From an optimization exercise on the open Yosys and OpenROAD flow, aimed at small area, a short achievable clock period and few clock cycles; shortcuts taken in it are not production practice.
No activity file was given, so power comes from the tool's default toggle rates.

==> flow/design.v <==
module s88_scanner (
    input  wire        clk,
    input  wire        rst,           
    input  wire        cmd_valid,
    input  wire        cmd_enable,
    input  wire [7:0]  cmd_mc,
    output wire        cmd_ready,
    output reg         req_valid,
    output reg         req_start,
    output reg  [5:0]  req_want,
    input  wire        bat_valid,
    input  wire [31:0] bat_value,
    input  wire [5:0]  bat_n,
    output reg         ev_valid,
    output reg  [7:0]  ev_addr,
    output wire [1:0]  ev_state,
    input  wire        ev_ready
);
    reg [31:0] w0, w1, w2, w3;
    reg [1:0]  ph;
    reg [2:0]  hw_w;                
    reg [4:0]  hw_b;
    reg        enabled;
    reg [3:0]  mcm;                 
    reg [1:0]  pq;                  
    reg        vld;                 
    reg        fast;
    reg        f1;                  
    reg [31:0] v;
    reg [5:0]  nv;                  
    reg [4:0]  sh;                  
    reg [4:0]  k;                   
    reg        kfin;                
    reg        ev_st;               
    reg        e1_v;                
    reg [7:0]  e1_addr;
    reg        e1_st;
    integer j;
    assign ev_state  = {ev_st, ~ev_st};
    assign cmd_ready = !vld;
    wire [1:0] lastw = mcm[3:2];
    wire       want_full = (pq != lastw) || (mcm[1:0] == 2'd3);
    wire [5:0] want = req_want;
    wire can = !e1_v;               
    wire [31:0] m = v ^ w0;
    reg  [31:0] pre;                
    always @* begin
        pre[0] = 1'b0;
        for (j = 1; j < 32; j = j + 1)
            pre[j] = pre[j-1] | m[j-1];
    end
    wire [31:0] lo    = m & ~pre;
    wire        any   = |m;
    wire        multi = |(m & pre);
    reg  [5:0]  idx1;               
    always @* begin
        idx1 = 6'd0;
        for (j = 0; j < 32; j = j + 1)
            if (lo[j]) idx1 = idx1 | (j + 1);
    end
    wire        f_act  = vld && fast;
    wire        f_emit = f_act && any && can;
    wire        f_done = f_act && f1 && can;
    wire        s_act  = vld && !fast && (sh == 5'd0) && !kfin;
    wire        s_in   = ({1'b0, k} < nv) && ((ph != lastw) || (k[4:3] <= mcm[1:0]));
    wire        s_unk  = (hw_w == {1'b0, ph}) && (k == hw_b);
    wire        s_chg  = s_in && (s_unk || (v[0] ^ w0[0]));
    wire        s_step = s_act && (!s_chg || can);
    wire        s_emit = s_act && s_chg && can;
    wire        s_nb   = s_in ? v[0] : w0[0];
    wire        s_done = vld && !fast && kfin;
    wire done = f_done || s_done;
    wire emit = f_emit || s_emit;
    wire [5:0] eoff  = fast ? idx1 : ({1'b0, k} + 6'd1);
    wire [7:0] eaddr = {{1'b0, ph} + {2'b00, eoff[5]}, eoff[4:0]};
    wire       est   = fast ? |(lo & v) : v[0];
    wire acc = req_valid && bat_valid;
    wire rot = done || (!vld && (ph != pq));
    wire       part_w = !bat_n[5];                  
    wire       ce_w   = part_w || (pq == lastw);
    wire       fast_w = !part_w && want_full && (hw_w > {1'b0, pq});
    wire [31:0] dn = bat_value ^ w1;
    reg  [31:0] t_any [0:5];
    reg  [31:0] t_mul [0:5];
    integer l;
    always @* begin
        for (j = 0; j < 32; j = j + 1) begin
            t_any[0][j] = dn[j];
            t_mul[0][j] = 1'b0;
        end
        for (l = 1; l < 6; l = l + 1)
            for (j = 0; j < 32; j = j + 1)
                if (j < (32 >> l)) begin
                    t_any[l][j] = t_any[l-1][2*j] | t_any[l-1][2*j+1];
                    t_mul[l][j] = t_mul[l-1][2*j] | t_mul[l-1][2*j+1]
                                | (t_any[l-1][2*j] & t_any[l-1][2*j+1]);
                end else begin
                    t_any[l][j] = 1'b0;
                    t_mul[l][j] = 1'b0;
                end
    end
    wire dn_le1 = !t_mul[5][0];
    wire       vld_n  = acc || (vld && !done);
    wire       fast_n = acc ? fast_w : fast;
    wire       f1_n   = acc ? (vld && fast_w && dn_le1) : (f1 || (f_act && !multi));
    wire       slot0  = !ev_valid || ev_ready;
    wire       evv_n  = slot0 ? (e1_v || emit) : 1'b1;
    wire       e1v_n  = slot0 ? 1'b0 : (e1_v || emit);
    wire       cmd_t  = cmd_valid && !vld;
    wire       en_cmd = cmd_t && cmd_enable && !enabled && cmd_mc >= 8'd1 && cmd_mc <= 8'd16;
    wire       en_n   = en_cmd || (enabled && !(cmd_t && !cmd_enable));
    wire [1:0] ph_n   = en_cmd ? 2'd0 : (rot ? ph + 2'd1 : ph);
    wire [1:0] pq_n   = en_cmd ? 2'd0 : (acc ? (ce_w ? 2'd0 : pq + 2'd1) : pq);
    wire [3:0] mcm_n  = en_cmd ? cmd_mc[3:0] - 4'd1 : mcm;
    wire       kfin_n = !acc && (kfin || (s_step && k == 5'd31));
    wire       rv_n   = en_n && (vld_n ? (((fast_n && f1_n && !e1v_n) || (!fast_n && kfin_n))
                                          && (ph_n + 2'd1 == pq_n))
                                       : (ph_n == pq_n));
    wire [31:0] hn = w0 ^ (lo & {32{f_emit}});
    always @(posedge clk) begin
        if (rot) begin
            w0 <= w1; w1 <= w2; w2 <= w3; w3 <= hn;
        end else if (s_step) begin
            w0 <= {s_nb, w0[31:1]};
        end else begin
            w0 <= hn;
        end
    end
    always @(posedge clk) begin
        fast <= fast_n;
        f1   <= f1_n;
        ph   <= ph_n;
        pq   <= pq_n;
        kfin <= kfin_n;
        if (acc) begin
            v    <= bat_value;
            nv   <= bat_n[5] ? 6'd32 : bat_n;
            sh   <= (part_w && bat_n[4:0] != 5'd0) ? (5'd0 - bat_n[4:0]) : 5'd0;
            k    <= 5'd0;
        end else if (vld && !fast && sh != 5'd0) begin
            v  <= {v[0], v[31:1]};
            sh <= sh - 5'd1;
        end else if (s_step) begin
            v  <= {v[0], v[31:1]};
            k  <= k + 5'd1;
        end
        if (slot0) begin
            if (e1_v) begin
                ev_addr <= e1_addr;
                ev_st   <= e1_st;
            end else if (emit) begin
                ev_addr <= eaddr;
                ev_st   <= est;
            end
        end
        if (emit && !slot0) begin
            e1_addr <= eaddr;
            e1_st   <= est;
        end
        if (s_step && s_in && s_unk)
            {hw_w, hw_b} <= {hw_w, hw_b} + 8'd1;
        mcm       <= mcm_n;
        req_start <= (pq_n == 2'd0);
        req_want  <= (pq_n != mcm_n[3:2]) ? 6'd32 : {3'd1 + {1'b0, mcm_n[1:0]}, 3'b000};
        if (en_cmd) begin
            hw_w <= 3'd0;
            hw_b <= 5'd0;
        end
    end
    always @(posedge clk) begin
        if (rst) begin
            enabled   <= 1'b0;
            vld       <= 1'b0;
            ev_valid  <= 1'b0;
            e1_v      <= 1'b0;
            req_valid <= 1'b0;
        end else begin
            enabled   <= en_n;
            vld       <= vld_n;
            ev_valid  <= evv_n;
            e1_v      <= e1v_n;
            req_valid <= rv_n;
        end
    end
endmodule
==> flow/config.mk <==
export PLATFORM = sky130hd
export DESIGN_NAME = s88_scanner
export DESIGN_NICKNAME = s88_scanner
export VERILOG_FILES = /design/flow/design.v
export SDC_FILE = /design/flow/constraint.sdc
export NUM_CORES = 4
export LEC_CHECK = 0
export CAP_MARGIN = 20
export CORE_MARGIN = 2
export CORE_UTILIZATION = 40
export SLEW_MARGIN = 20
==> flow/constraint.sdc <==
create_clock -name core_clock -period 10.0 [get_ports {clk}]
set_input_delay 2.0000 -clock core_clock [delete_from_list [all_inputs] [get_ports {clk}]]
set_output_delay 2.0000 -clock core_clock [all_outputs]
set_load 0.01 [all_outputs]
standard.sh (not shown) runs the stock make flow with config.mk's settings and CLKGATE_MAP_FILE= SYNTH_SCRIPT=/design/flow/synth_recipe.tcl, a recipe that flattens the netlist after the stock synthesis.
==> flow/flow/run.sh <==
#!/bin/bash
bash standard.sh SETUP_SLACK_MARGIN=6.5 "BUFFER_PORTS_ARGS=-buffer_cell sky130_fd_sc_hd__buf_1" CTS_CLUSTER_SIZE=20 CTS_CLUSTER_DIAMETER=150 finish > standard.log 2>&1
Rerun with:
--- a/flow/design.v
+++ b/flow/design.v
@@ -24,10 +24,11 @@
     reg [3:0]  mcm;                 
     reg [1:0]  pq;                  
     reg        vld;                 
     reg        fast;
     reg        f1;                  
+    reg        f2;                  
     reg [31:0] v;
     reg [5:0]  nv;                  
     reg [4:0]  sh;                  
     reg [4:0]  k;                   
     reg        kfin;                
@@ -80,43 +81,48 @@
     wire       ce_w   = part_w || (pq == lastw);
     wire       fast_w = !part_w && want_full && (hw_w > {1'b0, pq});
     wire [31:0] dn = bat_value ^ w1;
     reg  [31:0] t_any [0:5];
     reg  [31:0] t_mul [0:5];
+    reg  [31:0] t_m3  [0:5];
     integer l;
     always @* begin
         for (j = 0; j < 32; j = j + 1) begin
             t_any[0][j] = dn[j];
             t_mul[0][j] = 1'b0;
+            t_m3[0][j]  = 1'b0;
         end
         for (l = 1; l < 6; l = l + 1)
             for (j = 0; j < 32; j = j + 1)
                 if (j < (32 >> l)) begin
                     t_any[l][j] = t_any[l-1][2*j] | t_any[l-1][2*j+1];
                     t_mul[l][j] = t_mul[l-1][2*j] | t_mul[l-1][2*j+1]
                                 | (t_any[l-1][2*j] & t_any[l-1][2*j+1]);
+                    t_m3[l][j]  = t_m3[l-1][2*j] | t_m3[l-1][2*j+1]
+                                | (t_mul[l-1][2*j] & t_any[l-1][2*j+1])
+                                | (t_any[l-1][2*j] & t_mul[l-1][2*j+1]);
                 end else begin
                     t_any[l][j] = 1'b0;
                     t_mul[l][j] = 1'b0;
+                    t_m3[l][j]  = 1'b0;
                 end
     end
     wire dn_le1 = !t_mul[5][0];
+    wire dn_le2 = !t_m3[5][0];
     wire       vld_n  = acc || (vld && !done);
     wire       fast_n = acc ? fast_w : fast;
-    wire       f1_n   = acc ? (vld && fast_w && dn_le1) : (f1 || (f_act && !multi));
+    wire       f1_n   = acc ? (vld && fast_w && dn_le1) : (f1 || (f_act && (!multi || (f2 && f_emit))));
     wire       slot0  = !ev_valid || ev_ready;
     wire       evv_n  = slot0 ? (e1_v || emit) : 1'b1;
     wire       e1v_n  = slot0 ? 1'b0 : (e1_v || emit);
     wire       cmd_t  = cmd_valid && !vld;
     wire       en_cmd = cmd_t && cmd_enable && !enabled && cmd_mc >= 8'd1 && cmd_mc <= 8'd16;
     wire       en_n   = en_cmd || (enabled && !(cmd_t && !cmd_enable));
     wire [1:0] ph_n   = en_cmd ? 2'd0 : (rot ? ph + 2'd1 : ph);
     wire [1:0] pq_n   = en_cmd ? 2'd0 : (acc ? (ce_w ? 2'd0 : pq + 2'd1) : pq);
     wire [3:0] mcm_n  = en_cmd ? cmd_mc[3:0] - 4'd1 : mcm;
-    wire       kfin_n = !acc && (kfin || (s_step && k == 5'd31));
-    wire       rv_n   = en_n && (vld_n ? (((fast_n && f1_n && !e1v_n) || (!fast_n && kfin_n))
-                                          && (ph_n + 2'd1 == pq_n))
+    wire       rv_n   = en_n && (vld_n ? (fast_n && f1_n && !e1v_n && (ph_n + 2'd1 == pq_n))
                                        : (ph_n == pq_n));
     wire [31:0] hn = w0 ^ (lo & {32{f_emit}});
     always @(posedge clk) begin
         if (rot) begin
             w0 <= w1; w1 <= w2; w2 <= w3; w3 <= hn;
@@ -127,24 +133,28 @@
         end
     end
     always @(posedge clk) begin
         fast <= fast_n;
         f1   <= f1_n;
+        if (acc)
+            f2 <= vld && fast_w && dn_le2;
         ph   <= ph_n;
         pq   <= pq_n;
-        kfin <= kfin_n;
         if (acc) begin
             v    <= bat_value;
             nv   <= bat_n[5] ? 6'd32 : bat_n;
             sh   <= (part_w && bat_n[4:0] != 5'd0) ? (5'd0 - bat_n[4:0]) : 5'd0;
             k    <= 5'd0;
+            kfin <= 1'b0;
         end else if (vld && !fast && sh != 5'd0) begin
             v  <= {v[0], v[31:1]};
             sh <= sh - 5'd1;
         end else if (s_step) begin
             v  <= {v[0], v[31:1]};
             k  <= k + 5'd1;
+            if (k == 5'd31)
+                kfin <= 1'b1;
         end
         if (slot0) begin
             if (e1_v) begin
                 ev_addr <= e1_addr;
                 ev_st   <= e1_st;
The new run produced a clean layout.
Routed wire length goes up by 13%.
Synthesized cell count is higher by 3.3%.
Non-clock buffer count is lower by 2.
Global-route usage goes up by 1.9 points.
Sequential share of layout area is lower by 0.11 points.
Total power goes up by 1.6%.
Function was not checked in any run of this note: the RTL went through the layout flow alone.

## port drivers added, routing unchanged
The results above use ideal ports. As a check the final layouts listed here were re-extracted and re-timed, cells and wires unchanged. Step 1 sets driving cells, clkbuf_16 on the clock port and buf_2 on the other inputs (assumed; they add their load-dependent delay and slew). Step 2, shift: input delay + t, output delay - t, t = (earliest + latest rising clock arrival at the registers) / 2. This alone moves slack from input paths to output paths. a / b / c = ideal ports / drivers / drivers and shift; a / b = the first two.
run	t, ns	setup slack, ns	slew at the worst register clock pin (ns)
the first run	0.528	6.336 / 6.363 / 5.835	0.09 / 0.09
the second run	0.532	6.392 / 6.404 / 5.873	0.10 / 0.10
After both steps every run listed still meets setup and hold. For the second run, which loses most, drivers alone change the setup slack by +0.012 ns; drivers and shift together by -0.519 ns.
